What follows belongs to an exercise in optimizing a design on an open flow for small area, a short achievable clock period and few clock cycles; a production flow would make more cautious choices.
RTL that was checked went through simulation tests only; none was proved equivalent to the original.
No activity file was given, so power comes from the tool's default toggle rates.

==> flow/design.v (excerpt) <==
module crc16mb (
    input  wire        clk,
    input  wire        rst,         
    input  wire        swap_en,     
    input  wire        zp_guard,    
    input  wire        cmd_valid,
    output wire        cmd_ready,
    input  wire [11:0] cmd,
    output reg         rsp_valid,
    output reg  [3:0]  rsp_st,
    output reg  [31:0] rsp_dout
);
    localparam [3:0] ST_OK       = 4'd0,
                     ST_CRCMIS   = 4'd1,
                     ST_BADVAL   = 4'd2,
                     ST_SHORT    = 4'd3,
                     ST_NOTVAL   = 4'd4,
                     ST_OVF      = 4'd5,
                     ST_NORD     = 4'd6,
                     ST_ILLEGAL  = 4'd7;
    localparam [3:0] OP_CRC_INIT = 4'h1,
                     OP_CRC_UPD  = 4'h2,
                     OP_CRC_FIN  = 4'h3,
                     OP_TBL      = 4'h4,
                     OP_QRY      = 4'h5,
                     OP_FRM_CLR  = 4'h6,
                     OP_FRM_PUSH = 4'h7,
                     OP_FRM_SFX  = 4'h8,
                     OP_FRM_VAL  = 4'h9,
                     OP_FRM_DEC  = 4'hA,
                     OP_RD       = 4'hB;
  ...
For scale: about 2,000 cells after synthesis, roughly 400 flip-flops, about 55 I/O pins, about 21,000 um^2 of cells after synthesis.
clock: 13.0 ns
lec_check: 0
cap_margin: 60
core_margin: 2
core_utilization: 60
place_density: 0.7
slew_margin: 60
standard.sh (not shown) runs the stock make flow with config.mk's settings and CLKGATE_MAP_FILE= SYNTH_SCRIPT=/design/flow/synth_recipe.tcl, a recipe that flattens the netlist after the stock synthesis.
==> flow/flow/run.sh <==
#!/bin/bash
# Layout flow: the standard flow, except that the slow delay cells
# (clkdlybuf4s*, dlygate*, dlymetal*) and the weakest buffers (buf_1, clkbuf_1) are kept out of every step after
# synthesis, so port buffers and repair buffers are ordinary buffers.
# Synthesis is the standard one, run unchanged. Each step's full output
# goes to a log file of its own in this folder.
set -euo pipefail
bash standard.sh synth > synth.log 2>&1
DU=$(make -s -C "$FLOW_HOME" DESIGN_CONFIG="$PWD/config.mk" WORK_HOME="$PWD/orfs" print-DONT_USE_CELLS 2>/dev/null | sed -n 's/^DONT_USE_CELLS: //p')
for c in clkdlybuf4s15_1 clkdlybuf4s15_2 clkdlybuf4s18_1 clkdlybuf4s18_2 clkdlybuf4s25_1 \
         clkdlybuf4s25_2 clkdlybuf4s50_1 clkdlybuf4s50_2 dlygate4sd1_1 dlygate4sd2_1 \
         dlygate4sd3_1 dlymetal6s2s_1 dlymetal6s4s_1 dlymetal6s6s_1 buf_1 clkbuf_1; do
  DU="$DU sky130_fd_sc_hd__$c"
done
bash standard.sh "DONT_USE_CELLS=$DU" floorplan > floorplan.log 2>&1
bash standard.sh "DONT_USE_CELLS=$DU" place > place.log 2>&1
bash standard.sh "DONT_USE_CELLS=$DU" cts > cts.log 2>&1
bash standard.sh "DONT_USE_CELLS=$DU" route > route.log 2>&1
bash standard.sh "DONT_USE_CELLS=$DU" finish > finish.log 2>&1
The starting point finished with timing, DRC and antenna clean.
Rerun with:
--- a/flow/design.v
+++ b/flow/design.v
@@ -74,19 +74,16 @@
     reg  d_init, d_upd, d_fin, d_tbl, d_qry, d_clr, d_push, d_sfx, d_val, d_dec;
     reg  d_rd0, d_rd1, d_rd2, d_rd3, d_rdf;    
     wire illegal = !xq;
     reg  [3:0]         gk;         
     reg  [3:0]         gdi, gdp;   
     reg  [21:0]        gms, gmc;   
     reg  [3:0]         gdp2;       
-    reg  [21:0]        ga1;        
-    reg  [15:0]        gsum;       
-    reg                gate_q;     
-    reg                gcy;        
-    wire               gdone = (gk == 4'd11);
+    reg  [21:0]        ga1, ga2;
+    wire               gdone = (gk == 4'd10);
     wire [3:0]  i_dig = f_i[{gk[2:0], 2'b00} +: 4];
     wire [3:0]  p_dig = f_p[{gk[2:0], 2'b00} +: 4];
     wire [12:0] g_lo = (gdp == 4'd0) ? 13'd0 :
                          (gdp == 4'd1) ? 13'd500 :
                          (gdp == 4'd2) ? 13'd1000 :
                          (gdp == 4'd3) ? 13'd1500 :
                          (gdp == 4'd4) ? 13'd2000 :
@@ -123,19 +120,23 @@
     wire [21:0] m1s = mr0 ^ mr1 ^ mr2;
     wire [21:0] m1c = {(mr0 & mr1) | (mr0 & mr2) | (mr1 & mr2), 1'b0};
     wire [21:0] m2s = m1s ^ m1c ^ mr3;
     wire [21:0] m2c = {(m1s & m1c) | (m1s & mr3) | (m1c & mr3), 1'b1};
     wire [21:0] m3s = m2s ^ m2c ^ mlo;
     wire [21:0] m3c = {(m2s & m2c) | (m2s & mlo) | (m2c & mlo), 1'b0};
     wire [21:0] ga1_in = {{4{ga1[21]}}, ga1[21:4]};
+    wire [21:0] ga2_in = {{4{ga2[21]}}, ga2[21:4]};
     wire [21:0] a1s = ga1_in ^ gms ^ gmc;
     wire [21:0] a1c = {(ga1_in & gms) | (ga1_in & gmc) | (gms & gmc), 1'b0};
-    wire [21:0] ga1_d  = a1s + a1c;
-    wire [15:0] gsum_d = {{4{gsum[15]}}, gsum[15:4]} + {2'b00, g_k} - {15'd0, gcy};
-    wire        gate_ok = gate_q;
+    wire [21:0] a2x = ~gms, a2y = ~gmc, a2w = {8'd0, g_k};
+    wire [21:0] a2s = ga2_in ^ a2x ^ a2y;
+    wire [21:0] a2c = {(ga2_in & a2x) | (ga2_in & a2y) | (a2x & a2y), 1'b1};
+    wire [21:0] a2t = a2s ^ a2c ^ a2w;
+    wire [21:0] a2u = {(a2s & a2c) | (a2s & a2w) | (a2c & a2w), 1'b1};
+    wire        gate_ok = !ga1[21] && !ga2[21];
     wire        p_zero  = (f_p == 32'd0);
     wire        gclr = rst_q || l_lt13;
     always @(posedge clk) begin
         if (gclr)
             gk <= 4'd0;
         else if (!gdone)
             gk <= gk + 4'd1;
@@ -146,23 +147,20 @@
             gdi <= i_dig;
             gdp <= p_dig;
         end
         gms  <= m3s;
         gmc  <= m3c;
         gdp2 <= gdp;
         if (gclr) begin
-            ga1  <= 22'd0;
-            gsum <= 16'd0;
-            gcy  <= 1'b0;
+            ga1 <= 22'd0;
+            ga2 <= 22'd0;
         end else begin
-            ga1  <= ga1_d;
-            gsum <= gsum_d;
-            gcy  <= gsum_d[3:0] < ga1_d[3:0];
+            ga1 <= a1s + a1c;
+            ga2 <= a2t + a2u;
         end
-        gate_q <= !ga1[21] && ($signed({{6{gsum[15]}}, gsum}) >= $signed(ga1));
     end
     wire [15:0] upd_val;                    
     crc16_step u_upd (.c(d_tbl ? 16'h0000 : crc), .b(arg), .r(upd_val));
     wire [15:0] buf_step;                   
     crc16_step u_buf (.c(rcrc), .b(lb1), .r(buf_step));
     wire exec_op  = xq;
     wire is_push  = xq && d_push;
The new run completed with no timing, DRC or antenna violations.
Total power goes down slightly.
Die area climbs slightly.
Via count went up slightly.
Final cell count is about the same.
Worst setup slack gains 59 ps.
Final area climbs slightly.
Clock skew rose by 18 ps.
First-iteration DRC count increases by roughly a tenth.
Routed wire length goes up slightly.
No functional check of the RTL was part of any run of this note.

========
crc16mb, a different RTL version from the one above (not shown whole).
Size: about 400 flip-flops, roughly 55 I/O pins, ~21000 um^2 of cells after synthesis.
==> flow/config.mk <==
export PLATFORM = sky130hd
export DESIGN_NAME = crc16mb
export DESIGN_NICKNAME = crc16mb
export VERILOG_FILES = /design/flow/design.v
export SDC_FILE = /design/flow/constraint.sdc
export NUM_CORES = 8
export LEC_CHECK = 0
export CAP_MARGIN = 60
export CORE_MARGIN = 2
export CORE_UTILIZATION = 60
export CTS_CLUSTER_DIAMETER = 80
export CTS_CLUSTER_SIZE = 25
export PLACE_DENSITY = 0.7
export SLEW_MARGIN = 60
==> flow/constraint.sdc <==
create_clock -name core_clock -period 13.0 [get_ports {clk}]
set_input_delay 2.6000 -clock core_clock [delete_from_list [all_inputs] [get_ports {clk}]]
set_output_delay 2.6000 -clock core_clock [all_outputs]
set_load 0.01 [all_outputs]
Scripts as last shown in full above: flow/flow/run.sh
Testbench counts at the start, summed over its fixed seeds: cycles 8,464.
Then changed:
--- a/flow/design.v
+++ b/flow/design.v
@@ -125,17 +125,16 @@
     wire [21:0] m2s = m1s ^ m1c ^ mr3;
     wire [21:0] m2c = {(m1s & m1c) | (m1s & mr3) | (m1c & mr3), 1'b1};
     wire [21:0] m3s = m2s ^ m2c ^ mlo;
     wire [21:0] m3c = {(m2s & m2c) | (m2s & mlo) | (m2c & mlo), 1'b0};
     wire [21:0] ga1_in = {{4{ga1[21]}}, ga1[21:4]};
     wire [21:0] a1s = ga1_in ^ gms ^ gmc;
     wire [21:0] a1c = {(ga1_in & gms) | (ga1_in & gmc) | (gms & gmc), 1'b0};
     wire [21:0] ga1_d  = a1s + a1c;
-    wire [22:0] gdiff  = {{7{gsum[15]}}, gsum} - {ga1[21], ga1};    
     wire [15:0] gsum_d = {{4{gsum[15]}}, gsum[15:4]} + {2'b00, g_k} - {15'd0, gcy};
     wire        gate_ok = gate_q;
     wire        p_zero  = (f_p == 32'd0);
     wire        gclr = rst_q || l_lt13;
     always @(posedge clk) begin
         if (gclr)
             gk <= 4'd0;
         else if (!gdone)
@@ -154,17 +153,17 @@
             ga1  <= 22'd0;
             gsum <= 16'd0;
             gcy  <= 1'b0;
         end else begin
             ga1  <= ga1_d;
             gsum <= gsum_d;
             gcy  <= gsum_d[3:0] < ga1_d[3:0];
         end
-        gate_q <= !ga1[21] && !gdiff[22];
+        gate_q <= !ga1[21] && ($signed({{6{gsum[15]}}, gsum}) >= $signed(ga1));
     end
     wire [15:0] upd_val;                    
     crc16_step u_upd (.c(d_tbl ? 16'h0000 : crc), .b(arg), .r(upd_val));
     wire [15:0] buf_step;                   
     crc16_step u_buf (.c(rcrc), .b(lb1), .r(buf_step));
     wire exec_op  = xq;
     wire is_push  = xq && d_push;
     wire is_sfx   = xq && d_sfx;
The new run completed with no timing, DRC or antenna violations.
Count of clock-buffer cells in the layout grows by 1.
Non-clock buffer count rose by 2.
Via count climbs by 1.1%.
Fmax fell by 0.35%.
Design area went up by 0.44%.
Clock skew barely changes.
Power rises by 1.9%.
Synthesized area rose by 0.56%.
Setup slack gets worse by 0.013 ns.
Wire length grows by 1.4%.
Sequential share of layout area drops by 0.18 points.
Critical path depth does not change.
Register-to-register slack loses 0.04 ns.
For the second run of this note, only the layout was checked, not whether the RTL still works.

==> static timing again, ports no longer ideal <==
The flow's constraints put no driver on any port. The routed layouts listed below were extracted and timed again, unchanged, in two steps.
Step 1 sets driving cells, clkbuf_16 on the clock port and buf_2 on the other inputs (assumed; they add their load-dependent delay and slew).
Step 2 moves the port delays by t, midway between the first and last clock arrival at a register: inputs arrive t later, outputs are due t later. That takes back most of the time a late clock gives input paths.
a / b / c = no drivers / after step 1 / after step 2; a / b = the first two.
run	t, ns	slack for setup (ns)	worst setup path at the end	latest minus earliest clock arrival (ns)	worst register clock-pin slew, ns
the first run of note 1	0.616	9.267 / 9.212 / 8.829	input to register	0.017 / 0.018	0.07 / 0.07
the second run of note 1	0.615	9.326 / 9.268 / 9.210	input to register	0.035 / 0.035	0.07 / 0.07
the first run of note 2	0.603	9.295 / 9.239 / 8.738	input to register	0.047 / 0.046	0.10 / 0.10
the second run of note 2	0.605	9.282 / 9.228 / 8.836	input to register	0.047 / 0.047	0.10 / 0.10
After both steps setup and hold are still met in every run listed. The setup slack of the first run of note 2, which loses most, moves by -0.056 ns with the drivers and by -0.557 ns with both steps.
